Source: an optimization exercise on an open RTL-to-GDS flow (aim: small area, a short achievable clock period and few clock cycles per item). Production flows keep margins and buffers that such runs may drop.
Function was checked by simulation only, so behaviour that the tests miss may differ from the original.
Power and IR drop assume default switching activity.

File: flow/run.sh
#!/bin/bash
# Standard ORFS layout (the standard.sh, unchanged synthesis), with
#  - every port still buffered, but with buf_2 instead of the delay buffer
#    (clkdlybuf4s50_1) that buffer_ports picks on its own.
set -euo pipefail
bash standard.sh SETUP_SLACK_MARGIN=7 "BUFFER_PORTS_ARGS=-buffer_cell sky130_fd_sc_hd__buf_2" finish > standard_flow.log 2>&1
File: standard.sh
#!/bin/bash
# synth_recipe.tcl (not shown) runs the flow's synth.tcl, then flattens the netlist and writes it again
# the make line also repeats each setting of config.mk as NAME=value (left out here)
make -C /OpenROAD-flow-scripts/flow DESIGN_CONFIG=/design/flow/config.mk WORK_HOME=/design/flow/orfs CLKGATE_MAP_FILE= SYNTH_SCRIPT=/design/flow/synth_recipe.tcl "${@:-finish}"
File: constraint.sdc
create_clock -name core_clock -period 10.0 [get_ports {clk}]
set_input_delay 2.0000 -clock core_clock [delete_from_list [all_inputs] [get_ports {clk}]]
set_output_delay 2.0000 -clock core_clock [all_outputs]
set_load 0.01 [all_outputs]
File: config.mk
export PLATFORM = sky130hd
export DESIGN_NAME = vs23_quantizer
export DESIGN_NICKNAME = vs23_quantizer
export VERILOG_FILES = /design/flow/design.v
export SDC_FILE = /design/flow/constraint.sdc
export NUM_CORES = 4
export LEC_CHECK = 0
export CAP_MARGIN = 20
export CORE_MARGIN = 2
export CORE_UTILIZATION = 40
export SETUP_SLACK_MARGIN = 5
export SLEW_MARGIN = 20
export SYNTH_HIERARCHICAL = 1
export SYNTH_MEMORY_MAX_BITS = 16384
export SYNTH_MINIMUM_KEEP_SIZE = 0
File: design.v
module vs23_quantizer (
    input  wire        clk,
    input  wire        rst,         
    input  wire        in_valid,
    output wire        in_ready,
    input  wire [23:0] in_rgb,      
    output wire        out_valid,
    input  wire        out_ready,
    output wire [7:0]  out_code,
    output wire        out_hit      
);
    reg [23:0] q;
    reg        v1, v2, rdy;
    wire       acc = in_valid & rdy;
    wire [7:0] r = q[23:16];
    wire [7:0] g = q[15:8];
    wire [7:0] b = q[7:0];
    wire r_gt_g, g_gt_r, g_gt_b, b_gt_g, r_gt_b, b_gt_r;
    vs23_cmp u_cmp_rg (.x(r), .y(g), .gt(r_gt_g), .lt(g_gt_r));
    vs23_cmp u_cmp_gb (.x(g), .y(b), .gt(g_gt_b), .lt(b_gt_g));
    vs23_cmp u_cmp_rb (.x(r), .y(b), .gt(r_gt_b), .lt(b_gt_r));
    reg [3:0] sector;
    always @(*) begin
        if      (!b_gt_r && b_gt_g) sector = 4'd1;    
        else if (!g_gt_r && g_gt_b) sector = 4'd2;    
        else if (!r_gt_b && r_gt_g) sector = 4'd3;    
        else if (!g_gt_b && g_gt_r) sector = 4'd4;    
        else if (!r_gt_g && r_gt_b) sector = 4'd5;    
        else if (!b_gt_g && b_gt_r) sector = 4'd6;    
        else if (r_gt_g)            sector = 4'd7;
        else if (g_gt_r)            sector = 4'd8;
        else if (b_gt_r)            sector = 4'd9;
        else                        sector = 4'd0;
    end
    wire [15:0] lyA, lyB;
    vs23_luma_csa u_csa (.r(r), .g(g), .b(b), .a(lyA), .b2(lyB));
    wire [216:0] l;
    wire [255:0] mn;
    wire        hit_s;
    wire [1:0]  hit_d;
    wire [7:0]  pc_a, pc_b;
    wire [31:0] hn, wn;
    vs23_pre   u_pre   (.q(q), .hn(hn), .wn(wn));
    vs23_lines u_lines (.hn(hn), .wn(wn), .l(l));
    vs23_match u_match (.l(l), .mn(mn));
    vs23_enc   u_enc   (.mn(mn), .hit_s(hit_s), .hit_d(hit_d), .pc_a(pc_a), .pc_b(pc_b));
    reg        s_hit_s;
    reg [1:0]  s_hit_d;
    reg [7:0]  s_pc_a, s_pc_b;
    reg [3:0]  s_sector;
    reg [15:0] s_lyA, s_lyB;
    wire [3:0] luma4;
    vs23_luma_add u_add (.a(s_lyA), .b(s_lyB), .y(luma4));
    wire       hit_d2 = s_hit_d[0] | s_hit_d[1];
    wire       hit2   = hit_d2 | s_hit_s;
    wire [7:0] pcode  = (s_pc_a | s_pc_b) ^ 8'hba;
    wire [8:0] res = {hit2, hit_d2 ? pcode : {s_sector, luma4}};
    reg [8:0] e0;
    reg [8:0] e1;
    reg [8:0] e2;
    reg [8:0] e3;
    reg [3:0] f;    
    wire pop  = f[0] & out_ready;
    wire push = v2;
    wire [3:0] f_next = (pop & ~push) ? {1'b0, f[3:1]} :
                         (push & ~pop) ? {f[2:0], 1'b1} : f;
    wire [2:0] n_base = {2'b0, f[0]} + {2'b0, f[1]} + {2'b0, f[2]} + {2'b0, f[3]} + {2'b0, v2} + {2'b0, v1};
    wire rdy_nopop_noacc = n_base < 3'd4;
    wire rdy_nopop_acc   = n_base < 3'd3;
    wire rdy_pop_noacc   = n_base < 3'd5;
    wire rdy_pop_acc     = n_base < 3'd4;
    wire rdy_next = pop ? (acc ? rdy_pop_acc : rdy_pop_noacc)
                        : (acc ? rdy_nopop_acc : rdy_nopop_noacc);
    always @(posedge clk) begin
        q        <= in_rgb;
        s_hit_s  <= hit_s;
        s_hit_d  <= hit_d;
        s_pc_a   <= pc_a;
        s_pc_b   <= pc_b;
        s_sector <= sector;
        s_lyA    <= lyA;
        s_lyB    <= lyB;
        e0 <= pop ? (f[1] ? e1 : res) : (f[0] ? e0 : res);
        e1 <= pop ? (f[2] ? e2 : res) : (f[1] ? e1 : res);
        e2 <= pop ? (f[3] ? e3 : res) : (f[2] ? e2 : res);
        e3 <= (pop || !f[3]) ? res : e3;
        if (rst) begin
            v1  <= 1'b0;
            v2  <= 1'b0;
            rdy <= 1'b1;
            f   <= 4'd0;
        end else begin
            v1  <= acc;
            v2  <= v1;
            rdy <= rdy_next;
            f   <= f_next;
        end
    end
    assign in_ready  = rdy;
    assign out_valid = f[0];
    assign out_code  = e0[7:0];
    assign out_hit   = e0[8];
endmodule
module vs23_luma_csa (
    input  wire [7:0]  r,
    input  wire [7:0]  g,
    input  wire [7:0]  b,
    output wire [15:0] a,
    output wire [15:0] b2
);
    wire t1;
    wire t2;
    assign t1 = r[0] ^ r[3];
    assign t2 = r[0] & r[3];
    wire t3;
    wire t4;
    vs23_fa u_fa4 (.a(r[1]), .b(r[4]), .c(r[5]), .s(t3), .co(t4));
    wire t5;
    wire t6;
    vs23_fa u_fa6 (.a(g[0]), .b(g[3]), .c(g[5]), .s(t5), .co(t6));
    wire t7;
    wire t8;
    vs23_fa u_fa8 (.a(r[2]), .b(r[5]), .c(r[6]), .s(t7), .co(t8));
    wire t9;
    wire t10;
    assign t9 = g[1] ^ g[4];
    assign t10 = g[1] & g[4];
    wire t11;
    wire t12;
    vs23_fa u_fa12 (.a(r[3]), .b(r[6]), .c(r[7]), .s(t11), .co(t12));
    wire t13;
    wire t14;
    assign t13 = r[0] ^ r[1];
    assign t14 = r[0] & r[1];
    wire t15;
    wire t16;
    vs23_fa u_fa16 (.a(r[1]), .b(r[2]), .c(g[0]), .s(t15), .co(t16));
    wire t17;
    wire t18;
    vs23_fa u_fa18 (.a(g[2]), .b(g[3]), .c(b[0]), .s(t17), .co(t18));
    wire t19;
    wire t20;
    vs23_fa u_fa20 (.a(r[2]), .b(r[3]), .c(g[1]), .s(t19), .co(t20));
    wire t21;
    wire t22;
    vs23_fa u_fa22 (.a(g[3]), .b(g[4]), .c(b[1]), .s(t21), .co(t22));
    wire t23;
    wire t24;
    assign t23 = b[2] ^ b[3];
    assign t24 = b[2] & b[3];
    wire t25;
    wire t26;
    vs23_fa u_fa26 (.a(r[4]), .b(g[2]), .c(g[4]), .s(t25), .co(t26));
    wire t27;
    wire t28;
    vs23_fa u_fa28 (.a(g[5]), .b(b[2]), .c(b[3]), .s(t27), .co(t28));
    wire t29;
    wire t30;
    vs23_fa u_fa30 (.a(b[4]), .b(b[6]), .c(t1), .s(t29), .co(t30));
    wire t31;
    wire t32;
    vs23_fa u_fa32 (.a(g[6]), .b(b[3]), .c(b[4]), .s(t31), .co(t32));
    wire t33;
    wire t34;
    assign t33 = ~(b[5] ^ b[7]);
    assign t34 = b[5] | b[7];
    wire t35;
    wire t36;
    vs23_fa u_fa36 (.a(t3), .b(t5), .c(t2), .s(t35), .co(t36));
    wire t37;
    wire t38;
    vs23_fa u_fa38 (.a(g[6]), .b(g[7]), .c(b[4]), .s(t37), .co(t38));
    wire t39;
    wire t40;
    vs23_fa u_fa40 (.a(b[5]), .b(b[6]), .c(t7), .s(t39), .co(t40));
    wire t41;
    wire t42;
    vs23_fa u_fa42 (.a(t9), .b(t4), .c(t6), .s(t41), .co(t42));
    wire t43;
    wire t44;
    vs23_fa u_fa44 (.a(g[2]), .b(g[5]), .c(g[7]), .s(t43), .co(t44));
    wire t45;
    wire t46;
    vs23_fa u_fa46 (.a(b[5]), .b(b[6]), .c(b[7]), .s(t45), .co(t46));
    wire t47;
    wire t48;
    vs23_fa u_fa48 (.a(t11), .b(t8), .c(t10), .s(t47), .co(t48));
    wire t49;
    wire t50;
    vs23_fa u_fa50 (.a(r[4]), .b(r[7]), .c(g[3]), .s(t49), .co(t50));
    wire t51;
    wire t52;
    vs23_fa u_fa52 (.a(g[6]), .b(b[6]), .c(b[7]), .s(t51), .co(t52));
    wire t53;
    wire t54;
    assign t53 = r[0] ^ g[0];
    assign t54 = r[0] & g[0];
    wire t55;
    wire t56;
    vs23_fa u_fa56 (.a(g[1]), .b(g[2]), .c(b[0]), .s(t55), .co(t56));
    wire t57;
    wire t58;
    assign t57 = b[1] ^ b[3];
    assign t58 = b[1] & b[3];
    wire t59;
    wire t60;
    vs23_fa u_fa60 (.a(b[1]), .b(b[2]), .c(b[4]), .s(t59), .co(t60));
    wire t61;
    wire t62;
    vs23_fa u_fa62 (.a(t15), .b(t17), .c(t14), .s(t61), .co(t62));
    wire t63;
    wire t64;
    vs23_fa u_fa64 (.a(b[5]), .b(t19), .c(t21), .s(t63), .co(t64));
    wire t65;
    wire t66;
    vs23_fa u_fa66 (.a(t23), .b(t16), .c(t18), .s(t65), .co(t66));
    wire t67;
    wire t68;
    vs23_fa u_fa68 (.a(t25), .b(t27), .c(t29), .s(t67), .co(t68));
    wire t69;
    wire t70;
    vs23_fa u_fa70 (.a(t20), .b(t22), .c(t24), .s(t69), .co(t70));
    wire t71;
    wire t72;
    vs23_fa u_fa72 (.a(t31), .b(t33), .c(t35), .s(t71), .co(t72));
    wire t73;
    wire t74;
    vs23_fa u_fa74 (.a(t26), .b(t28), .c(t30), .s(t73), .co(t74));
    wire t75;
    wire t76;
    vs23_fa u_fa76 (.a(t37), .b(t39), .c(t41), .s(t75), .co(t76));
    wire t77;
    wire t78;
    vs23_fa u_fa78 (.a(t32), .b(t34), .c(t36), .s(t77), .co(t78));
    wire t79;
    wire t80;
    vs23_fa u_fa80 (.a(t43), .b(t45), .c(t47), .s(t79), .co(t80));
    wire t81;
    wire t82;
    vs23_fa u_fa82 (.a(t38), .b(t40), .c(t42), .s(t81), .co(t82));
    wire t83;
    wire t84;
    vs23_fa u_fa84 (.a(t12), .b(t49), .c(t51), .s(t83), .co(t84));
    wire t85;
    wire t86;
    vs23_fa u_fa86 (.a(t44), .b(t46), .c(t48), .s(t85), .co(t86));
    wire t87;
    wire t88;
    vs23_fa u_fa88 (.a(r[5]), .b(g[4]), .c(g[7]), .s(t87), .co(t88));
    wire t89;
    wire t90;
    vs23_fa u_fa90 (.a(b[7]), .b(t50), .c(t52), .s(t89), .co(t90));
    wire t91;
    wire t92;
    assign t91 = g[1] ^ b[0];
    assign t92 = g[1] & b[0];
    wire t93;
    wire t94;
    vs23_fa u_fa94 (.a(t13), .b(t55), .c(t57), .s(t93), .co(t94));
    wire t95;
    wire t96;
    vs23_fa u_fa96 (.a(t59), .b(t61), .c(t56), .s(t95), .co(t96));
    wire t97;
    wire t98;
    vs23_fa u_fa98 (.a(t63), .b(t65), .c(t60), .s(t97), .co(t98));
    wire t99;
    wire t100;
    vs23_fa u_fa100 (.a(t67), .b(t69), .c(t64), .s(t99), .co(t100));
    wire t101;
    wire t102;
    vs23_fa u_fa102 (.a(t71), .b(t73), .c(t68), .s(t101), .co(t102));
    wire t103;
    wire t104;
    vs23_fa u_fa104 (.a(t75), .b(t77), .c(t72), .s(t103), .co(t104));
    wire t105;
    wire t106;
    vs23_fa u_fa106 (.a(t79), .b(t81), .c(t76), .s(t105), .co(t106));
    wire t107;
    wire t108;
    vs23_fa u_fa108 (.a(t83), .b(t85), .c(t80), .s(t107), .co(t108));
    wire t109;
    wire t110;
    vs23_fa u_fa110 (.a(t87), .b(t89), .c(t84), .s(t109), .co(t110));
    wire t111;
    wire t112;
    vs23_fa u_fa112 (.a(r[6]), .b(g[5]), .c(t88), .s(t111), .co(t112));
    wire t113;
    wire t114;
    assign t113 = b[2] ^ t53;
    assign t114 = b[2] & t53;
    wire t115;
    wire t116;
    vs23_fa u_fa116 (.a(t54), .b(t93), .c(t92), .s(t115), .co(t116));
    wire t117;
    wire t118;
    vs23_fa u_fa118 (.a(t58), .b(t95), .c(t94), .s(t117), .co(t118));
    wire t119;
    wire t120;
    vs23_fa u_fa120 (.a(t62), .b(t97), .c(t96), .s(t119), .co(t120));
    wire t121;
    wire t122;
    vs23_fa u_fa122 (.a(t66), .b(t99), .c(t98), .s(t121), .co(t122));
    wire t123;
    wire t124;
    vs23_fa u_fa124 (.a(t70), .b(t101), .c(t100), .s(t123), .co(t124));
    wire t125;
    wire t126;
    vs23_fa u_fa126 (.a(t74), .b(t103), .c(t102), .s(t125), .co(t126));
    wire t127;
    wire t128;
    vs23_fa u_fa128 (.a(t78), .b(t105), .c(t104), .s(t127), .co(t128));
    wire t129;
    wire t130;
    vs23_fa u_fa130 (.a(t82), .b(t107), .c(t106), .s(t129), .co(t130));
    wire t131;
    wire t132;
    vs23_fa u_fa132 (.a(t86), .b(t109), .c(t108), .s(t131), .co(t132));
    wire t133;
    wire t134;
    vs23_fa u_fa134 (.a(t90), .b(t111), .c(t110), .s(t133), .co(t134));
    wire t135;
    wire t136;
    vs23_fa u_fa136 (.a(r[7]), .b(g[6]), .c(t112), .s(t135), .co(t136));
    assign a  = {1'b0, g[7], t135, t133, t131, t129, t127, t125, t123, t121, t119, t117, t115, t91, g[0], 1'b0};
    assign b2 = {1'b0, t136, t134, t132, t130, t128, t126, t124, t122, t120, t118, t116, t114, t113, b[1], 1'b0};
endmodule
module vs23_luma_add (
    input  wire [15:0] a,
    input  wire [15:0] b,
    output wire [3:0]  y
);
    wire [15:0] gg = a & b;
    wire [15:0] pp = a | b;
    wire [5:0] g2 = {gg[11] | (pp[11] & gg[10]), gg[9] | (pp[9] & gg[8]), gg[7] | (pp[7] & gg[6]),
                     gg[5] | (pp[5] & gg[4]), gg[3] | (pp[3] & gg[2]), gg[1] | (pp[1] & gg[0])};
    wire [5:0] p2 = {pp[11] & pp[10], pp[9] & pp[8], pp[7] & pp[6],
                     pp[5] & pp[4], pp[3] & pp[2], pp[1] & pp[0]};
    wire g4a = g2[5] | (p2[5] & g2[4]);
    wire p4a = p2[5] & p2[4];
    wire g4b = g2[3] | (p2[3] & g2[2]);
    wire p4b = p2[3] & p2[2];
    wire c12 = g4a | (p4a & (g4b | (p4b & (g2[1] | (p2[1] & g2[0])))));
    wire [3:0] s = a[15:12] + b[15:12] + {3'b0, c12};
    assign y = s;
endmodule
module vs23_cmp (
    input  wire [7:0] x,
    input  wire [7:0] y,
    output wire       gt,
    output wire       lt
);
    wire [7:0] g1 = x & ~y;
    wire [7:0] l1 = ~x & y;
    wire [3:0] g2, l2;
    wire [1:0] g4, l4;
    genvar i;
    generate
        for (i = 0; i < 4; i = i + 1) begin : lv2
            assign g2[i] = g1[2*i+1] | (~l1[2*i+1] & g1[2*i]);
            assign l2[i] = l1[2*i+1] | (~g1[2*i+1] & l1[2*i]);
        end
        for (i = 0; i < 2; i = i + 1) begin : lv4
            assign g4[i] = g2[2*i+1] | (~l2[2*i+1] & g2[2*i]);
            assign l4[i] = l2[2*i+1] | (~g2[2*i+1] & l2[2*i]);
        end
    endgenerate
    assign gt = g4[1] | (~l4[1] & g4[0]);
    assign lt = l4[1] | (~g4[1] & l4[0]);
endmodule
module vs23_fa (input wire a, input wire b, input wire c, output wire s, output wire co);
    assign s  = a ^ b ^ c;
    assign co = (a & b) | (a & c) | (b & c);
endmodule
module vs23_pre (input wire [23:0] q, output wire [31:0] hn, output wire [31:0] wn);
    wire [5:0] x0 = {q[23], q[11], q[10], q[8], q[2], q[1]};
    assign hn[7:0] = ~(8'd1 << x0[5:3]);
    assign wn[7:0] = ~(8'd1 << x0[2:0]);
    wire [5:0] x1 = {q[22], q[20], q[14], q[13], q[6], q[5]};
    assign hn[15:8] = ~(8'd1 << x1[5:3]);
    assign wn[15:8] = ~(8'd1 << x1[2:0]);
    wire [5:0] x2 = {q[21], q[19], q[15], q[12], q[7], q[3]};
    assign hn[23:16] = ~(8'd1 << x2[5:3]);
    assign wn[23:16] = ~(8'd1 << x2[2:0]);
    wire [5:0] x3 = {q[18], q[17], q[16], q[9], q[4], q[0]};
    assign hn[31:24] = ~(8'd1 << x3[5:3]);
    assign wn[31:24] = ~(8'd1 << x3[2:0]);
endmodule
module vs23_lines (input wire [31:0] hn, input wire [31:0] wn, output wire [216:0] l);
    assign l[0] = ~(hn[0] | wn[0]);    
    assign l[1] = ~(hn[0] | wn[1]);    
    assign l[2] = ~(hn[0] | wn[2]);    
    assign l[3] = ~(hn[0] | wn[3]);    
    assign l[4] = ~(hn[0] | wn[4]);    
    assign l[5] = ~(hn[0] | wn[5]);    
    assign l[6] = ~(hn[0] | wn[6]);    
    assign l[7] = ~(hn[1] | wn[0]);    
    assign l[8] = ~(hn[1] | wn[1]);    
    assign l[9] = ~(hn[1] | wn[2]);    
    assign l[10] = ~(hn[1] | wn[3]);    
    assign l[11] = ~(hn[1] | wn[4]);    
    assign l[12] = ~(hn[1] | wn[5]);    
    assign l[13] = ~(hn[1] | wn[6]);    
    assign l[14] = ~(hn[1] | wn[7]);    
    assign l[15] = ~(hn[2] | wn[1]);    
    assign l[16] = ~(hn[2] | wn[2]);    
    assign l[17] = ~(hn[2] | wn[3]);    
    assign l[18] = ~(hn[2] | wn[4]);    
    assign l[19] = ~(hn[2] | wn[5]);    
    assign l[20] = ~(hn[2] | wn[6]);    
    assign l[21] = ~(hn[2] | wn[7]);    
    assign l[22] = ~(hn[3] | wn[0]);    
    assign l[23] = ~(hn[3] | wn[2]);    
    assign l[24] = ~(hn[3] | wn[3]);    
    assign l[25] = ~(hn[3] | wn[4]);    
    assign l[26] = ~(hn[3] | wn[5]);    
    assign l[27] = ~(hn[3] | wn[6]);    
    assign l[28] = ~(hn[3] | wn[7]);    
    assign l[29] = ~(hn[4] | wn[0]);    
    assign l[30] = ~(hn[4] | wn[4]);    
    assign l[31] = ~(hn[4] | wn[5]);    
    assign l[32] = ~(hn[4] | wn[6]);    
    assign l[33] = ~(hn[4] | wn[7]);    
    assign l[34] = ~(hn[5] | wn[0]);    
    assign l[35] = ~(hn[5] | wn[1]);    
    assign l[36] = ~(hn[5] | wn[2]);    
    assign l[37] = ~(hn[5] | wn[3]);    
    assign l[38] = ~(hn[5] | wn[4]);    
    assign l[39] = ~(hn[5] | wn[5]);    
    assign l[40] = ~(hn[5] | wn[6]);    
    assign l[41] = ~(hn[5] | wn[7]);    
    assign l[42] = ~(hn[6] | wn[0]);    
    assign l[43] = ~(hn[6] | wn[1]);    
    assign l[44] = ~(hn[6] | wn[2]);    
    assign l[45] = ~(hn[6] | wn[3]);    
    assign l[46] = ~(hn[6] | wn[4]);    
    assign l[47] = ~(hn[6] | wn[5]);    
    assign l[48] = ~(hn[6] | wn[6]);    
    assign l[49] = ~(hn[6] | wn[7]);    
    assign l[50] = ~(hn[7] | wn[0]);    
    assign l[51] = ~(hn[7] | wn[1]);    
    assign l[52] = ~(hn[7] | wn[2]);    
    assign l[53] = ~(hn[7] | wn[3]);    
    assign l[54] = ~(hn[7] | wn[4]);    
    assign l[55] = ~(hn[7] | wn[5]);    
    assign l[56] = ~(hn[7] | wn[6]);    
    assign l[57] = ~(hn[7] | wn[7]);    
    assign l[58] = ~(hn[8] | wn[8]);    
    assign l[59] = ~(hn[8] | wn[9]);    
    assign l[60] = ~(hn[8] | wn[10]);    
    assign l[61] = ~(hn[8] | wn[11]);    
    assign l[62] = ~(hn[8] | wn[12]);    
    assign l[63] = ~(hn[8] | wn[13]);    
    assign l[64] = ~(hn[8] | wn[14]);    
    assign l[65] = ~(hn[8] | wn[15]);    
    assign l[66] = ~(hn[9] | wn[10]);    
    assign l[67] = ~(hn[9] | wn[11]);    
    assign l[68] = ~(hn[9] | wn[12]);    
    assign l[69] = ~(hn[9] | wn[13]);    
    assign l[70] = ~(hn[9] | wn[14]);    
    assign l[71] = ~(hn[9] | wn[15]);    
    assign l[72] = ~(hn[10] | wn[8]);    
    assign l[73] = ~(hn[10] | wn[9]);    
    assign l[74] = ~(hn[10] | wn[10]);    
    assign l[75] = ~(hn[10] | wn[11]);    
    assign l[76] = ~(hn[10] | wn[12]);    
    assign l[77] = ~(hn[10] | wn[13]);    
    assign l[78] = ~(hn[10] | wn[14]);    
    assign l[79] = ~(hn[10] | wn[15]);    
    assign l[80] = ~(hn[11] | wn[9]);    
    assign l[81] = ~(hn[11] | wn[12]);    
    assign l[82] = ~(hn[11] | wn[13]);    
    assign l[83] = ~(hn[11] | wn[14]);    
    assign l[84] = ~(hn[11] | wn[15]);    
    assign l[85] = ~(hn[12] | wn[8]);    
    assign l[86] = ~(hn[12] | wn[9]);    
    assign l[87] = ~(hn[12] | wn[10]);    
    assign l[88] = ~(hn[12] | wn[11]);    
    assign l[89] = ~(hn[12] | wn[12]);    
    assign l[90] = ~(hn[12] | wn[13]);    
    assign l[91] = ~(hn[12] | wn[14]);    
    assign l[92] = ~(hn[12] | wn[15]);    
    assign l[93] = ~(hn[13] | wn[8]);    
    assign l[94] = ~(hn[13] | wn[10]);    
    assign l[95] = ~(hn[13] | wn[11]);    
    assign l[96] = ~(hn[13] | wn[12]);    
    assign l[97] = ~(hn[13] | wn[13]);    
    assign l[98] = ~(hn[13] | wn[14]);    
    assign l[99] = ~(hn[13] | wn[15]);    
    assign l[100] = ~(hn[14] | wn[8]);    
    assign l[101] = ~(hn[14] | wn[10]);    
    assign l[102] = ~(hn[14] | wn[13]);    
    assign l[103] = ~(hn[15] | wn[8]);    
    assign l[104] = ~(hn[15] | wn[9]);    
    assign l[105] = ~(hn[15] | wn[10]);    
    assign l[106] = ~(hn[15] | wn[11]);    
    assign l[107] = ~(hn[15] | wn[15]);    
    assign l[108] = ~(hn[16] | wn[16]);    
    assign l[109] = ~(hn[16] | wn[17]);    
    assign l[110] = ~(hn[16] | wn[18]);    
    assign l[111] = ~(hn[16] | wn[19]);    
    assign l[112] = ~(hn[16] | wn[20]);    
    assign l[113] = ~(hn[16] | wn[21]);    
    assign l[114] = ~(hn[16] | wn[22]);    
    assign l[115] = ~(hn[16] | wn[23]);    
    assign l[116] = ~(hn[17] | wn[16]);    
    assign l[117] = ~(hn[17] | wn[17]);    
    assign l[118] = ~(hn[17] | wn[18]);    
    assign l[119] = ~(hn[17] | wn[19]);    
    assign l[120] = ~(hn[17] | wn[20]);    
    assign l[121] = ~(hn[17] | wn[21]);    
    assign l[122] = ~(hn[17] | wn[22]);    
    assign l[123] = ~(hn[17] | wn[23]);    
    assign l[124] = ~(hn[18] | wn[18]);    
    assign l[125] = ~(hn[18] | wn[20]);    
    assign l[126] = ~(hn[18] | wn[21]);    
    assign l[127] = ~(hn[19] | wn[17]);    
    assign l[128] = ~(hn[19] | wn[18]);    
    assign l[129] = ~(hn[19] | wn[19]);    
    assign l[130] = ~(hn[19] | wn[20]);    
    assign l[131] = ~(hn[19] | wn[21]);    
    assign l[132] = ~(hn[19] | wn[22]);    
    assign l[133] = ~(hn[19] | wn[23]);    
    assign l[134] = ~(hn[20] | wn[16]);    
    assign l[135] = ~(hn[20] | wn[18]);    
    assign l[136] = ~(hn[20] | wn[19]);    
    assign l[137] = ~(hn[20] | wn[20]);    
    assign l[138] = ~(hn[20] | wn[21]);    
    assign l[139] = ~(hn[20] | wn[22]);    
    assign l[140] = ~(hn[20] | wn[23]);    
    assign l[141] = ~(hn[21] | wn[16]);    
    assign l[142] = ~(hn[21] | wn[17]);    
    assign l[143] = ~(hn[21] | wn[18]);    
    assign l[144] = ~(hn[21] | wn[21]);    
    assign l[145] = ~(hn[21] | wn[22]);    
    assign l[146] = ~(hn[21] | wn[23]);    
    assign l[147] = ~(hn[22] | wn[16]);    
    assign l[148] = ~(hn[22] | wn[17]);    
    assign l[149] = ~(hn[22] | wn[18]);    
    assign l[150] = ~(hn[22] | wn[19]);    
    assign l[151] = ~(hn[22] | wn[20]);    
    assign l[152] = ~(hn[22] | wn[21]);    
    assign l[153] = ~(hn[22] | wn[22]);    
    assign l[154] = ~(hn[22] | wn[23]);    
    assign l[155] = ~(hn[23] | wn[17]);    
    assign l[156] = ~(hn[23] | wn[18]);    
    assign l[157] = ~(hn[23] | wn[19]);    
    assign l[158] = ~(hn[23] | wn[20]);    
    assign l[159] = ~(hn[23] | wn[21]);    
    assign l[160] = ~(hn[23] | wn[22]);    
    assign l[161] = ~(hn[23] | wn[23]);    
    assign l[162] = ~(hn[24] | wn[24]);    
    assign l[163] = ~(hn[24] | wn[25]);    
    assign l[164] = ~(hn[24] | wn[26]);    
    assign l[165] = ~(hn[24] | wn[27]);    
    assign l[166] = ~(hn[24] | wn[28]);    
    assign l[167] = ~(hn[24] | wn[29]);    
    assign l[168] = ~(hn[25] | wn[24]);    
    assign l[169] = ~(hn[25] | wn[25]);    
    assign l[170] = ~(hn[25] | wn[26]);    
    assign l[171] = ~(hn[25] | wn[27]);    
    assign l[172] = ~(hn[25] | wn[28]);    
    assign l[173] = ~(hn[25] | wn[29]);    
    assign l[174] = ~(hn[25] | wn[30]);    
    assign l[175] = ~(hn[25] | wn[31]);    
    assign l[176] = ~(hn[26] | wn[24]);    
    assign l[177] = ~(hn[26] | wn[25]);    
    assign l[178] = ~(hn[26] | wn[26]);    
    assign l[179] = ~(hn[26] | wn[27]);    
    assign l[180] = ~(hn[26] | wn[28]);    
    assign l[181] = ~(hn[26] | wn[29]);    
    assign l[182] = ~(hn[26] | wn[30]);    
    assign l[183] = ~(hn[26] | wn[31]);    
    assign l[184] = ~(hn[27] | wn[25]);    
    assign l[185] = ~(hn[27] | wn[27]);    
    assign l[186] = ~(hn[27] | wn[28]);    
    assign l[187] = ~(hn[27] | wn[29]);    
    assign l[188] = ~(hn[27] | wn[31]);    
    assign l[189] = ~(hn[28] | wn[24]);    
    assign l[190] = ~(hn[28] | wn[25]);    
    assign l[191] = ~(hn[28] | wn[26]);    
    assign l[192] = ~(hn[28] | wn[27]);    
    assign l[193] = ~(hn[28] | wn[28]);    
    assign l[194] = ~(hn[28] | wn[30]);    
    assign l[195] = ~(hn[28] | wn[31]);    
    assign l[196] = ~(hn[29] | wn[24]);    
    assign l[197] = ~(hn[29] | wn[25]);    
    assign l[198] = ~(hn[29] | wn[27]);    
    assign l[199] = ~(hn[29] | wn[28]);    
    assign l[200] = ~(hn[29] | wn[29]);    
    assign l[201] = ~(hn[29] | wn[30]);    
    assign l[202] = ~(hn[29] | wn[31]);    
    assign l[203] = ~(hn[30] | wn[25]);    
    assign l[204] = ~(hn[30] | wn[26]);    
    assign l[205] = ~(hn[30] | wn[27]);    
    assign l[206] = ~(hn[30] | wn[28]);    
    assign l[207] = ~(hn[30] | wn[29]);    
    assign l[208] = ~(hn[30] | wn[30]);    
    assign l[209] = ~(hn[30] | wn[31]);    
    assign l[210] = ~(hn[31] | wn[24]);    
    assign l[211] = ~(hn[31] | wn[26]);    
    assign l[212] = ~(hn[31] | wn[27]);    
    assign l[213] = ~(hn[31] | wn[28]);    
    assign l[214] = ~(hn[31] | wn[29]);    
    assign l[215] = ~(hn[31] | wn[30]);    
    assign l[216] = ~(hn[31] | wn[31]);    
endmodule
module vs23_match (input wire [216:0] l, output wire [255:0] mn);
    assign mn[0] = ~(l[0] & l[58] & l[108] & l[162]);    
    assign mn[1] = ~(l[2] & l[63] & l[116] & l[165]);    
    assign mn[2] = ~(l[19] & l[68] & l[116] & l[170]);    
    assign mn[3] = ~(l[18] & l[69] & l[121] & l[175]);    
    assign mn[4] = ~(l[14] & l[60] & l[113] & l[215]);    
    assign mn[5] = ~(l[17] & l[61] & l[114] & l[213]);    
    assign mn[6] = ~(l[3] & l[63] & l[129] & l[163]);    
    assign mn[7] = ~(l[8] & l[66] & l[126] & l[195]);    
    assign mn[8] = ~(l[16] & l[66] & l[127] & l[196]);    
    assign mn[9] = ~(l[13] & l[60] & l[124] & l[208]);    
    assign mn[10] = ~(l[4] & l[72] & l[112] & l[171]);    
    assign mn[11] = ~(l[24] & l[81] & l[112] & l[174]);    
    assign mn[12] = ~(l[28] & l[81] & l[112] & l[174]);    
    assign mn[13] = ~(l[28] & l[82] & l[112] & l[172]);    
    assign mn[14] = ~(l[28] & l[84] & l[112] & l[172]);    
    assign mn[15] = ~(l[26] & l[84] & l[113] & l[173]);    
    assign mn[16] = ~(l[1] & l[73] & l[116] & l[171]);    
    assign mn[17] = ~(l[0] & l[73] & l[117] & l[170]);    
    assign mn[18] = ~(l[2] & l[73] & l[117] & l[171]);    
    assign mn[19] = ~(l[8] & l[75] & l[109] & l[177]);    
    assign mn[20] = ~(l[12] & l[73] & l[108] & l[179]);    
    assign mn[21] = ~(l[12] & l[75] & l[108] & l[179]);    
    assign mn[22] = ~(l[10] & l[72] & l[111] & l[183]);    
    assign mn[23] = ~(l[10] & l[73] & l[111] & l[181]);    
    assign mn[24] = ~(l[14] & l[73] & l[111] & l[181]);    
    assign mn[25] = ~(l[14] & l[75] & l[111] & l[181]);    
    assign mn[26] = ~(l[12] & l[75] & l[110] & l[182]);    
    assign mn[27] = ~(l[16] & l[82] & l[110] & l[179]);    
    assign mn[28] = ~(l[27] & l[75] & l[123] & l[197]);    
    assign mn[29] = ~(l[8] & l[74] & l[111] & l[208]);    
    assign mn[30] = ~(l[11] & l[84] & l[121] & l[206]);    
    assign mn[31] = ~(l[9] & l[76] & l[127] & l[182]);    
    assign mn[32] = ~(l[1] & l[82] & l[132] & l[187]);    
    assign mn[33] = ~(l[0] & l[82] & l[133] & l[186]);    
    assign mn[34] = ~(l[4] & l[82] & l[133] & l[186]);    
    assign mn[35] = ~(l[5] & l[82] & l[133] & l[187]);    
    assign mn[36] = ~(l[10] & l[83] & l[132] & l[185]);    
    assign mn[37] = ~(l[14] & l[81] & l[130] & l[185]);    
    assign mn[38] = ~(l[14] & l[82] & l[130] & l[184]);    
    assign mn[39] = ~(l[14] & l[84] & l[130] & l[184]);    
    assign mn[40] = ~(l[1] & l[63] & l[134] & l[180]);    
    assign mn[41] = ~(l[11] & l[66] & l[137] & l[213]);    
    assign mn[42] = ~(l[28] & l[68] & l[145] & l[214]);    
    assign mn[43] = ~(l[26] & l[68] & l[146] & l[213]);    
    assign mn[44] = ~(l[27] & l[68] & l[146] & l[213]);    
    assign mn[45] = ~(l[28] & l[68] & l[146] & l[214]);    
    assign mn[46] = ~(l[3] & l[60] & l[147] & l[165]);    
    assign mn[47] = ~(l[0] & l[60] & l[148] & l[164]);    
    assign mn[48] = ~(l[0] & l[61] & l[148] & l[162]);    
    assign mn[49] = ~(l[0] & l[61] & l[148] & l[164]);    
    assign mn[50] = ~(l[21] & l[65] & l[154] & l[174]);    
    assign mn[51] = ~(l[21] & l[65] & l[154] & l[175]);    
    assign mn[52] = ~(l[25] & l[62] & l[151] & l[168]);    
    assign mn[53] = ~(l[23] & l[63] & l[152] & l[172]);    
    assign mn[54] = ~(l[23] & l[65] & l[153] & l[174]);    
    assign mn[55] = ~(l[24] & l[65] & l[153] & l[175]);    
    assign mn[56] = ~(l[25] & l[65] & l[154] & l[174]);    
    assign mn[57] = ~(l[26] & l[65] & l[154] & l[175]);    
    assign mn[58] = ~(l[18] & l[64] & l[160] & l[183]);    
    assign mn[59] = ~(l[3] & l[77] & l[138] & l[162]);    
    assign mn[60] = ~(l[5] & l[77] & l[137] & l[188]);    
    assign mn[61] = ~(l[9] & l[79] & l[138] & l[207]);    
    assign mn[62] = ~(l[10] & l[79] & l[138] & l[207]);    
    assign mn[63] = ~(l[7] & l[79] & l[137] & l[208]);    
    assign mn[64] = ~(l[9] & l[79] & l[137] & l[209]);    
    assign mn[65] = ~(l[13] & l[79] & l[137] & l[209]);    
    assign mn[66] = ~(l[12] & l[79] & l[138] & l[208]);    
    assign mn[67] = ~(l[15] & l[79] & l[138] & l[205]);    
    assign mn[68] = ~(l[19] & l[78] & l[137] & l[203]);    
    assign mn[69] = ~(l[19] & l[74] & l[146] & l[205]);    
    assign mn[70] = ~(l[21] & l[80] & l[161] & l[184]);    
    assign mn[71] = ~(l[11] & l[78] & l[155] & l[191]);    
    assign mn[72] = ~(l[7] & l[78] & l[155] & l[194]);    
    assign mn[73] = ~(l[7] & l[76] & l[157] & l[194]);    
    assign mn[74] = ~(l[7] & l[77] & l[157] & l[193]);    
    assign mn[75] = ~(l[7] & l[79] & l[157] & l[193]);    
    assign mn[76] = ~(l[11] & l[77] & l[156] & l[194]);    
    assign mn[77] = ~(l[12] & l[77] & l[156] & l[194]);    
    assign mn[78] = ~(l[15] & l[77] & l[156] & l[192]);    
    assign mn[79] = ~(l[17] & l[72] & l[148] & l[208]);    
    assign mn[80] = ~(l[16] & l[73] & l[150] & l[206]);    
    assign mn[81] = ~(l[0] & l[76] & l[154] & l[203]);    
    assign mn[82] = ~(l[9] & l[94] & l[108] & l[169]);    
    assign mn[83] = ~(l[11] & l[95] & l[108] & l[171]);    
    assign mn[84] = ~(l[11] & l[93] & l[110] & l[169]);    
    assign mn[85] = ~(l[12] & l[93] & l[110] & l[168]);    
    assign mn[86] = ~(l[13] & l[93] & l[110] & l[168]);    
    assign mn[87] = ~(l[9] & l[93] & l[110] & l[172]);    
    assign mn[88] = ~(l[7] & l[93] & l[111] & l[173]);    
    assign mn[89] = ~(l[11] & l[93] & l[111] & l[173]);    
    assign mn[90] = ~(l[5] & l[96] & l[119] & l[176]);    
    assign mn[91] = ~(l[1] & l[96] & l[119] & l[181]);    
    assign mn[92] = ~(l[6] & l[96] & l[119] & l[180]);    
    assign mn[93] = ~(l[4] & l[96] & l[118] & l[183]);    
    assign mn[94] = ~(l[9] & l[97] & l[119] & l[179]);    
    assign mn[95] = ~(l[10] & l[97] & l[119] & l[178]);    
    assign mn[96] = ~(l[10] & l[97] & l[119] & l[179]);    
    assign mn[97] = ~(l[7] & l[98] & l[118] & l[176]);    
    assign mn[98] = ~(l[9] & l[94] & l[108] & l[189]);    
    assign mn[99] = ~(l[18] & l[89] & l[117] & l[190]);    
    assign mn[100] = ~(l[23] & l[88] & l[121] & l[200]);    
    assign mn[101] = ~(l[19] & l[92] & l[115] & l[208]);    
    assign mn[102] = ~(l[19] & l[88] & l[117] & l[205]);    
    assign mn[103] = ~(l[6] & l[85] & l[120] & l[204]);    
    assign mn[104] = ~(l[27] & l[95] & l[120] & l[213]);    
    assign mn[105] = ~(l[17] & l[91] & l[133] & l[163]);    
    assign mn[106] = ~(l[5] & l[99] & l[130] & l[198]);    
    assign mn[107] = ~(l[20] & l[103] & l[121] & l[181]);    
    assign mn[108] = ~(l[20] & l[105] & l[122] & l[183]);    
    assign mn[109] = ~(l[23] & l[105] & l[122] & l[179]);    
    assign mn[110] = ~(l[27] & l[103] & l[123] & l[179]);    
    assign mn[111] = ~(l[22] & l[105] & l[123] & l[181]);    
    assign mn[112] = ~(l[25] & l[103] & l[121] & l[181]);    
    assign mn[113] = ~(l[26] & l[103] & l[121] & l[180]);    
    assign mn[114] = ~(l[26] & l[103] & l[121] & l[182]);    
    assign mn[115] = ~(l[18] & l[104] & l[118] & l[187]);    
    assign mn[116] = ~(l[13] & l[105] & l[112] & l[198]);    
    assign mn[117] = ~(l[8] & l[101] & l[126] & l[171]);    
    assign mn[118] = ~(l[9] & l[101] & l[132] & l[182]);    
    assign mn[119] = ~(l[28] & l[107] & l[129] & l[180]);    
    assign mn[120] = ~(l[7] & l[97] & l[138] & l[178]);    
    assign mn[121] = ~(l[11] & l[97] & l[138] & l[179]);    
    assign mn[122] = ~(l[8] & l[97] & l[138] & l[182]);    
    assign mn[123] = ~(l[12] & l[97] & l[138] & l[183]);    
    assign mn[124] = ~(l[11] & l[98] & l[137] & l[180]);    
    assign mn[125] = ~(l[11] & l[96] & l[139] & l[180]);    
    assign mn[126] = ~(l[12] & l[96] & l[139] & l[181]);    
    assign mn[127] = ~(l[16] & l[96] & l[139] & l[176]);    
    assign mn[128] = ~(l[10] & l[99] & l[134] & l[206]);    
    assign mn[129] = ~(l[10] & l[91] & l[150] & l[177]);    
    assign mn[130] = ~(l[27] & l[85] & l[161] & l[176]);    
    assign mn[131] = ~(l[0] & l[98] & l[160] & l[190]);    
    assign mn[132] = ~(l[2] & l[97] & l[160] & l[215]);    
    assign mn[133] = ~(l[6] & l[102] & l[141] & l[198]);    
    assign mn[134] = ~(l[14] & l[107] & l[137] & l[216]);    
    assign mn[135] = ~(l[17] & l[104] & l[152] & l[165]);    
    assign mn[136] = ~(l[22] & l[101] & l[155] & l[182]);    
    assign mn[137] = ~(l[14] & l[100] & l[148] & l[216]);    
    assign mn[138] = ~(l[9] & l[105] & l[149] & l[211]);    
    assign mn[139] = ~(l[29] & l[67] & l[108] & l[164]);    
    assign mn[140] = ~(l[54] & l[71] & l[115] & l[193]);    
    assign mn[141] = ~(l[44] & l[69] & l[123] & l[203]);    
    assign mn[142] = ~(l[44] & l[71] & l[123] & l[203]);    
    assign mn[143] = ~(l[42] & l[71] & l[122] & l[204]);    
    assign mn[144] = ~(l[46] & l[69] & l[120] & l[204]);    
    assign mn[145] = ~(l[46] & l[71] & l[120] & l[204]);    
    assign mn[146] = ~(l[48] & l[71] & l[120] & l[205]);    
    assign mn[147] = ~(l[47] & l[71] & l[121] & l[204]);    
    assign mn[148] = ~(l[43] & l[71] & l[121] & l[209]);    
    assign mn[149] = ~(l[30] & l[71] & l[114] & l[212]);    
    assign mn[150] = ~(l[42] & l[58] & l[129] & l[162]);    
    assign mn[151] = ~(l[31] & l[69] & l[126] & l[196]);    
    assign mn[152] = ~(l[44] & l[67] & l[131] & l[208]);    
    assign mn[153] = ~(l[36] & l[61] & l[127] & l[214]);    
    assign mn[154] = ~(l[32] & l[80] & l[113] & l[187]);    
    assign mn[155] = ~(l[57] & l[80] & l[128] & l[166]);    
    assign mn[156] = ~(l[46] & l[72] & l[133] & l[171]);    
    assign mn[157] = ~(l[42] & l[72] & l[124] & l[196]);    
    assign mn[158] = ~(l[31] & l[82] & l[130] & l[202]);    
    assign mn[159] = ~(l[37] & l[83] & l[131] & l[198]);    
    assign mn[160] = ~(l[39] & l[81] & l[133] & l[197]);    
    assign mn[161] = ~(l[35] & l[81] & l[133] & l[200]);    
    assign mn[162] = ~(l[39] & l[81] & l[133] & l[200]);    
    assign mn[163] = ~(l[43] & l[83] & l[130] & l[198]);    
    assign mn[164] = ~(l[43] & l[84] & l[130] & l[197]);    
    assign mn[165] = ~(l[44] & l[84] & l[130] & l[196]);    
    assign mn[166] = ~(l[57] & l[77] & l[133] & l[210]);    
    assign mn[167] = ~(l[37] & l[68] & l[136] & l[167]);    
    assign mn[168] = ~(l[42] & l[61] & l[142] & l[172]);    
    assign mn[169] = ~(l[46] & l[61] & l[142] & l[172]);    
    assign mn[170] = ~(l[50] & l[61] & l[142] & l[168]);    
    assign mn[171] = ~(l[51] & l[61] & l[142] & l[169]);    
    assign mn[172] = ~(l[53] & l[61] & l[142] & l[168]);    
    assign mn[173] = ~(l[57] & l[61] & l[142] & l[168]);    
    assign mn[174] = ~(l[54] & l[61] & l[141] & l[171]);    
    assign mn[175] = ~(l[51] & l[61] & l[141] & l[174]);    
    assign mn[176] = ~(l[56] & l[67] & l[143] & l[171]);    
    assign mn[177] = ~(l[37] & l[69] & l[146] & l[170]);    
    assign mn[178] = ~(l[44] & l[65] & l[135] & l[211]);    
    assign mn[179] = ~(l[45] & l[65] & l[135] & l[211]);    
    assign mn[180] = ~(l[42] & l[65] & l[136] & l[211]);    
    assign mn[181] = ~(l[42] & l[65] & l[136] & l[212]);    
    assign mn[182] = ~(l[43] & l[65] & l[136] & l[211]);    
    assign mn[183] = ~(l[47] & l[65] & l[136] & l[212]);    
    assign mn[184] = ~(l[43] & l[64] & l[135] & l[214]);    
    assign mn[185] = ~(l[48] & l[64] & l[135] & l[213]);    
    assign mn[186] = ~(l[47] & l[64] & l[151] & l[166]);    
    assign mn[187] = ~(l[33] & l[70] & l[147] & l[168]);    
    assign mn[188] = ~(l[36] & l[69] & l[149] & l[177]);    
    assign mn[189] = ~(l[43] & l[63] & l[157] & l[180]);    
    assign mn[190] = ~(l[37] & l[66] & l[157] & l[179]);    
    assign mn[191] = ~(l[37] & l[71] & l[153] & l[186]);    
    assign mn[192] = ~(l[42] & l[59] & l[155] & l[200]);    
    assign mn[193] = ~(l[57] & l[70] & l[148] & l[205]);    
    assign mn[194] = ~(l[44] & l[77] & l[137] & l[176]);    
    assign mn[195] = ~(l[47] & l[83] & l[134] & l[179]);    
    assign mn[196] = ~(l[51] & l[75] & l[145] & l[180]);    
    assign mn[197] = ~(l[35] & l[76] & l[134] & l[214]);    
    assign mn[198] = ~(l[57] & l[77] & l[160] & l[171]);    
    assign mn[199] = ~(l[47] & l[77] & l[161] & l[188]);    
    assign mn[200] = ~(l[31] & l[74] & l[148] & l[189]);    
    assign mn[201] = ~(l[40] & l[72] & l[152] & l[192]);    
    assign mn[202] = ~(l[45] & l[72] & l[155] & l[202]);    
    assign mn[203] = ~(l[41] & l[85] & l[114] & l[170]);    
    assign mn[204] = ~(l[52] & l[96] & l[118] & l[169]);    
    assign mn[205] = ~(l[49] & l[92] & l[108] & l[193]);    
    assign mn[206] = ~(l[53] & l[92] & l[108] & l[189]);    
    assign mn[207] = ~(l[53] & l[90] & l[110] & l[189]);    
    assign mn[208] = ~(l[53] & l[90] & l[110] & l[191]);    
    assign mn[209] = ~(l[50] & l[90] & l[111] & l[191]);    
    assign mn[210] = ~(l[50] & l[90] & l[111] & l[192]);    
    assign mn[211] = ~(l[56] & l[92] & l[110] & l[190]);    
    assign mn[212] = ~(l[54] & l[92] & l[111] & l[189]);    
    assign mn[213] = ~(l[57] & l[91] & l[120] & l[201]);    
    assign mn[214] = ~(l[50] & l[94] & l[109] & l[209]);    
    assign mn[215] = ~(l[51] & l[86] & l[126] & l[177]);    
    assign mn[216] = ~(l[51] & l[87] & l[130] & l[177]);    
    assign mn[217] = ~(l[37] & l[93] & l[125] & l[187]);    
    assign mn[218] = ~(l[31] & l[93] & l[127] & l[186]);    
    assign mn[219] = ~(l[52] & l[94] & l[129] & l[189]);    
    assign mn[220] = ~(l[43] & l[98] & l[130] & l[208]);    
    assign mn[221] = ~(l[41] & l[93] & l[126] & l[211]);    
    assign mn[222] = ~(l[49] & l[104] & l[123] & l[164]);    
    assign mn[223] = ~(l[49] & l[104] & l[123] & l[165]);    
    assign mn[224] = ~(l[45] & l[103] & l[122] & l[167]);    
    assign mn[225] = ~(l[49] & l[105] & l[121] & l[167]);    
    assign mn[226] = ~(l[53] & l[105] & l[121] & l[163]);    
    assign mn[227] = ~(l[53] & l[105] & l[121] & l[165]);    
    assign mn[228] = ~(l[51] & l[106] & l[120] & l[162]);    
    assign mn[229] = ~(l[55] & l[106] & l[120] & l[163]);    
    assign mn[230] = ~(l[41] & l[104] & l[116] & l[191]);    
    assign mn[231] = ~(l[52] & l[101] & l[127] & l[162]);    
    assign mn[232] = ~(l[38] & l[100] & l[126] & l[199]);    
    assign mn[233] = ~(l[56] & l[105] & l[133] & l[198]);    
    assign mn[234] = ~(l[54] & l[94] & l[140] & l[172]);    
    assign mn[235] = ~(l[50] & l[88] & l[140] & l[186]);    
    assign mn[236] = ~(l[56] & l[95] & l[139] & l[194]);    
    assign mn[237] = ~(l[31] & l[99] & l[143] & l[190]);    
    assign mn[238] = ~(l[46] & l[88] & l[134] & l[197]);    
    assign mn[239] = ~(l[34] & l[99] & l[144] & l[202]);    
    assign mn[240] = ~(l[54] & l[88] & l[158] & l[170]);    
    assign mn[241] = ~(l[50] & l[86] & l[159] & l[174]);    
    assign mn[242] = ~(l[51] & l[86] & l[159] & l[174]);    
    assign mn[243] = ~(l[53] & l[86] & l[159] & l[175]);    
    assign mn[244] = ~(l[50] & l[87] & l[158] & l[172]);    
    assign mn[245] = ~(l[51] & l[87] & l[158] & l[172]);    
    assign mn[246] = ~(l[53] & l[87] & l[158] & l[173]);    
    assign mn[247] = ~(l[51] & l[87] & l[159] & l[172]);    
    assign mn[248] = ~(l[44] & l[93] & l[158] & l[182]);    
    assign mn[249] = ~(l[53] & l[99] & l[157] & l[206]);    
    assign mn[250] = ~(l[48] & l[86] & l[149] & l[212]);    
    assign mn[251] = ~(l[38] & l[106] & l[135] & l[202]);    
    assign mn[252] = ~(l[53] & l[102] & l[152] & l[178]);    
    assign mn[253] = ~(l[44] & l[102] & l[156] & l[208]);    
    assign mn[254] = ~(l[53] & l[106] & l[147] & l[215]);    
    assign mn[255] = ~(l[57] & l[107] & l[161] & l[216]);    
endmodule
module vs23_enc (input wire [255:0] mn, output wire hit_s, output wire [1:0] hit_d,
                 output wire [7:0] pc_a, output wire [7:0] pc_b);
    assign hit_s = ~&(mn | ~256'h8200020008000080200000009041004900140004000000001040010000000401);
    assign hit_d[0] = ~&(mn | ~256'h000000000000000000000000000000001febfffbffffffffefbffefffffffbfe);
    assign hit_d[1] = ~&(mn | ~256'h7dfffdfff7ffff7fdfffffff6fbeffb6e0000000000000000000000000000000);
    assign pc_a[0] = ~&(mn | ~256'h00000000000000000000000000000000050812eb1f6a55076885fcb5304ab354);
    assign pc_b[0] = ~&(mn | ~256'h34a31169173f525c8d140ade008817a638000000000000000000000000000000);
    assign pc_a[1] = ~&(mn | ~256'h0000000000000000000000000000000499e39ef9a072a30922ab04416e430a20);
    assign pc_b[1] = ~&(mn | ~256'h0054a801b35f0f479ce5d1cd25244c9000000000000000000000000000000000);
    assign pc_a[2] = ~&(mn | ~256'h0000000000000000000000000000000016e031d0a10cd439698e82059acb817c);
    assign pc_b[2] = ~&(mn | ~256'h192344f9859b3475d0184e622d0c1c2480000000000000000000000000000000);
    assign pc_a[3] = ~&(mn | ~256'h00000000000000000000000000000000000be4b2544e93d94c208637f59293c8);
    assign pc_b[3] = ~&(mn | ~256'h5018fd689512b87e8637252105048b9007000000000000000000000000000000);
    assign pc_a[4] = ~&(mn | ~256'h000000000000000000000000000000001ea3d938aa7e1f66051388c86f62810c);
    assign pc_b[4] = ~&(mn | ~256'h09d9bc261098f03d5c79670a6f30c68240000000000000000000000000000000);
    assign pc_a[5] = ~&(mn | ~256'h000000000000000000000000000000000000593a52a64eeaee15c07e00453b6a);
    assign pc_b[5] = ~&(mn | ~256'h00b0208c0241fb045aa3044f03960032fde88000000000000000000000000000);
    assign pc_a[6] = ~&(mn | ~256'h00000000000000000000000000000000004922909f0ed98e0b8fd0487255ba0a);
    assign pc_b[6] = ~&(mn | ~256'h25e4e18e7431017100c943336824712254800000000000000000000000000000);
    assign pc_a[7] = ~&(mn | ~256'h0000000000000000000000000000000006c19e191122fa1401942c55cec38950);
    assign pc_b[7] = ~&(mn | ~256'h5110b01fb03c3c0a9142f902602ae404f0000000000000000000000000000000);
endmodule
==> notes.md <==
[cell type report]
class / count / share of cell area
multi-input cells: 1178 / 0.632
flip-flops and latches: 122 / 0.214
clock buffers: 21 / 0.0391
well taps: 378 / 0.0375
inverters: 40 / 0.0122
clock inverters: 11 / 0.00864
diodes: 2 / 0.000397
repair inverters: 1 / 0.000397
repair buffers: 103 / 0.0558
[cell usage in the layout (no fill, tap or decap), drive strengths merged, types with 29 or more instances in the layout]
master,n
nand4,335
nand3,70
dfxtp,104
fa,64
buf,102
nor2,280
a21oi,32
inv,41
nor3,29
nand2,76
[Yosys cell counts (all sizes together), types with 23 or more instances]
cell type	number	area, um^2
nand2	76	285
fa	64	1280
a21oi	32	160
nand3	70	350
nor2	280	1050
inv	40	150
nand4	335	2100
dfxtp	104	2080
buf	95	721
nor3	29	145
nor4	23	144
or3b	24	210
nand3b	24	180
[per-module statistics from Yosys, one instance, submodules excluded]
| module | area, um^2 | times used |
|---|---|---|
| vs23_luma_add | 274 | 1 |
| vs23_fa | 20.0 | 59 |
| vs23_lines | 1030 | 1 |
| vs23_match | 1810 | 1 |
| vs23_pre | 480 | 1 |
| vs23_cmp | 224 | 3 |
| vs23_luma_csa | 372 | 1 |
| vs23_quantizer | 3810 | 1 |
| vs23_enc | 1590 | 1 |
[worst max path at each step]
stage	startpoint	slack, ns	end	cells past startpoint
after CTS	f[0]$_SDFFE_PP0P_	7.00	out_valid	1
after detailed placement	out_ready	6.18	f[1]$_SDFFE_PP0P_	7
final	q[16]$_DFF_P_	6.73	s_pc_b[4]$_DFF_P_	7
after global routing	q[16]$_DFF_P_	6.90	s_pc_a[2]$_DFF_P_	7
after floorplan	q[20]$_DFF_P_	7.00	s_lyA[7]$_DFF_P_	6
after global placement	out_ready	6.22	f[2]$_SDFFE_PP0P_	7
[through the flow]
step | worst slack [ns] | area, um^2 | cells | power (mW)
finish | 6.73 | 12600 | 1856 | 2.04
global route | 6.90 | 12600 | 1854 | 2.13
CTS | 7.00 | 12100 | 1819 | 2.01
detailed placement | 6.18 | 11300 | 1770 | 1.36
global placement | 6.22 | 11300 | 1770 | 1.32
floorplan | 7.00 | 11300 | 1440 | 1.27
[critical path, stage by stage (launching register included)]
cell and delay [ns]:
dfxtp_2 0.53, or3b_1 0.58, nor2_2 0.62, nand4_1 0.63, nand4_1 0.47, nor3_1 0.12, and2_1 0.17, nand4_1 0.08
[power by group]
group,switching (mW),total [mW],leakage (nW),internal [mW]
clock,0.261,0.643,0.294,0.382
sequential,0.0845,0.713,1.07,0.629
combinational,0.385,0.679,3.83,0.294
total,0.731,2.04,5.20,1.31
[routing by layer]
| metal | global-route usage | wire (um) |
|---|---|---|
| met5 | 0.0296 | 80 |
| met4 | 0.473 | 9360 |
| met3 | 0.251 | 10800 |
| met2 | 0.738 | 30000 |
| met1 | 0.546 | 24600 |
[registers in the layout (all words and copies together) (netlist names), 2 cells and up]
| register | count |
|---|---|
| s_sector | 4 |
| s_hit_d | 2 |
| s_pc_a | 8 |
| s_lyA | 16 |
| e3 | 9 |
| e2 | 9 |
| s_lyB | 16 |
| e0 | 9 |
| e1 | 9 |
| f | 4 |
| s_pc_b | 8 |
| q | 24 |
[what timing repair did]
item	in CTS	in global routing
pin swaps	1	9
buffers inserted	16	34
gates cloned	1	0
hold buffers	0	0
gates resized for setup	35	62
setup endpoints to repair	43	29
[cell families after synthesis]
| group | Yosys count |
|---|---|
| simple gates | 942 |
| buf+inv | 140 |
| compound gates | 127 |
| flops | 122 |
| fa+ha+maj | 96 |
| mux | 6 |
| xor+xnor | 3 |
| other cells | 1 |
==> summary.txt <==
Post-synthesis instance total = 1437
Hold Path Class = reg2reg
Post-synthesis mux area share = 0.00981
FILL cells = 2758
Hold Slack = 0.468 ns
Hold Path Depth = 2
Post-synthesis simple-gate area fraction = 0.450
Crit path DAT = 3.64 ns
Share of cells above drive strength 1 = 0.186
VDD IR max = 0.101 mV
Vias/cell = 7.74
Row count = 61
Combinational family with the most area after synthesis = simple AND/OR/NAND/NOR gates
WL final = 74.7 mm
Clock transition at the registers of the reported paths = 0.07 ns
First-pass GRT wire length = 104 mm
DRT Pass-1 Iters = 17
Dominant synthesized flop cell = dfxtp_1
Core Util, Final = 0.455
Post-synthesis xor/xnor area fraction = 0.00234
Iter 0 DRT Violations = 3212
Reg2Reg Capture Point = s_pc_b[4]$_DFF_P_
Worst Path Required = 10.37 ns
Post-Syn Area = 11200 um^2
Final period util = 0.327
Compound-Gate Fraction of Synth Area = 0.0774
Ports = 39
Total track usage = 0.513
Clock sink total = 122
CTS Buf Count = 17
WL per Instance = 40.3 um
R2R depth = 7
Chip Width = 172 um
Hold_sp = rdy$_SDFF_PP1_
Worst-Skew Late Latency = 0.42 ns
R2r startpoint = q[16]$_DFF_P_
Async set-reset flop share out of synthesis = 0
Least-Margin Pin Slew = 1.22 ns
H-Tree Depth = 4
DIE AREA = 29400 um^2
Seq/Total Area, Yosys = 0.234
Mean Syn Cell Area = 7.81 um^2
Highest clock rate = 0.306 GHz
Status = timing/DRC/antenna clean
Clock Skew = 0.0227 ns
Final setup fails = 0
P_leak = 5.20 nW
Vert. Die Dim = 172 um
Core Footprint = 27700 um^2
Unrepaired setup endpoints after global routing = true
Final nets = 1569
Hold EP = v1$_SDFF_PP0_
Power per standard cell area = 161 nW/um^2
R2R Setup Slk = 6.73 ns
Pin count of the biggest net entering global routing = 28
Initial antenna violation count = 3
Layout area overhead = 12.3%
Initial Util = 0.405
Longest Clk Path Bufs = 2
Synth warn = 7
Number of synthesized flops with an enable pin = 18
Fin. Hold Viols = 0
FF+latch count, synth = 122
Global route total overflow = 0
Slew margin rel. = 0.184
Max_cap viols = 0
Worst setup SP type = flip-flop
CTS tree = yes
Port bufs = 38
WS Path Type = reg2reg
TNS Setup = 0 ns
Vias in the first global route = 13900
Final GP Congestion = 1.17
Hpwl dp = 55.4 mm
Multi-input gate area in the final layout = 7960 um^2
Synth unique cells = 62
Via count = 14400
Slew Limit Fails = 0
CP Capture Type = flip-flop
Flip-flop and latch area = 2700 um^2
Post-Synth Adder-Cell Area = 0.148
Remaining antenna violation count = 0
CTS Root Buffer Type = clkbuf_16
# DRC = 0
Max FO, Critical Path = 15
Tmin final = 3.27 ns
Testbench counts, summed over its fixed seeds: cycles 4,824, items 4,800.

-- port drivers added, routing unchanged --
Ports are ideal in the flow. The routed layout listed here was re-timed in OpenROAD. Step 1: set_driving_cell puts a clkbuf_16 on clk and a buf_2 on each other input, an assumption about the parent block. Step 2 times the ports against the registers' clock, not the clock port: input delays grow and output delays shrink by t, the midpoint of the rising clock arrivals with the driver on. Slacks: ideal ports / drivers / drivers and shift; pairs: ideal ports / drivers.
t, ns: 0.471
setup slack, ns: 6.729 / 6.729 / 6.729
hold slack, ns: 0.468 / 0.468 / 0.468
clock arrival spread, ns: 0.024 / 0.025
After both steps this run still meets setup and hold. The setup slack of this run moves by 0.000 ns with the drivers and by 0.000 ns with both steps.
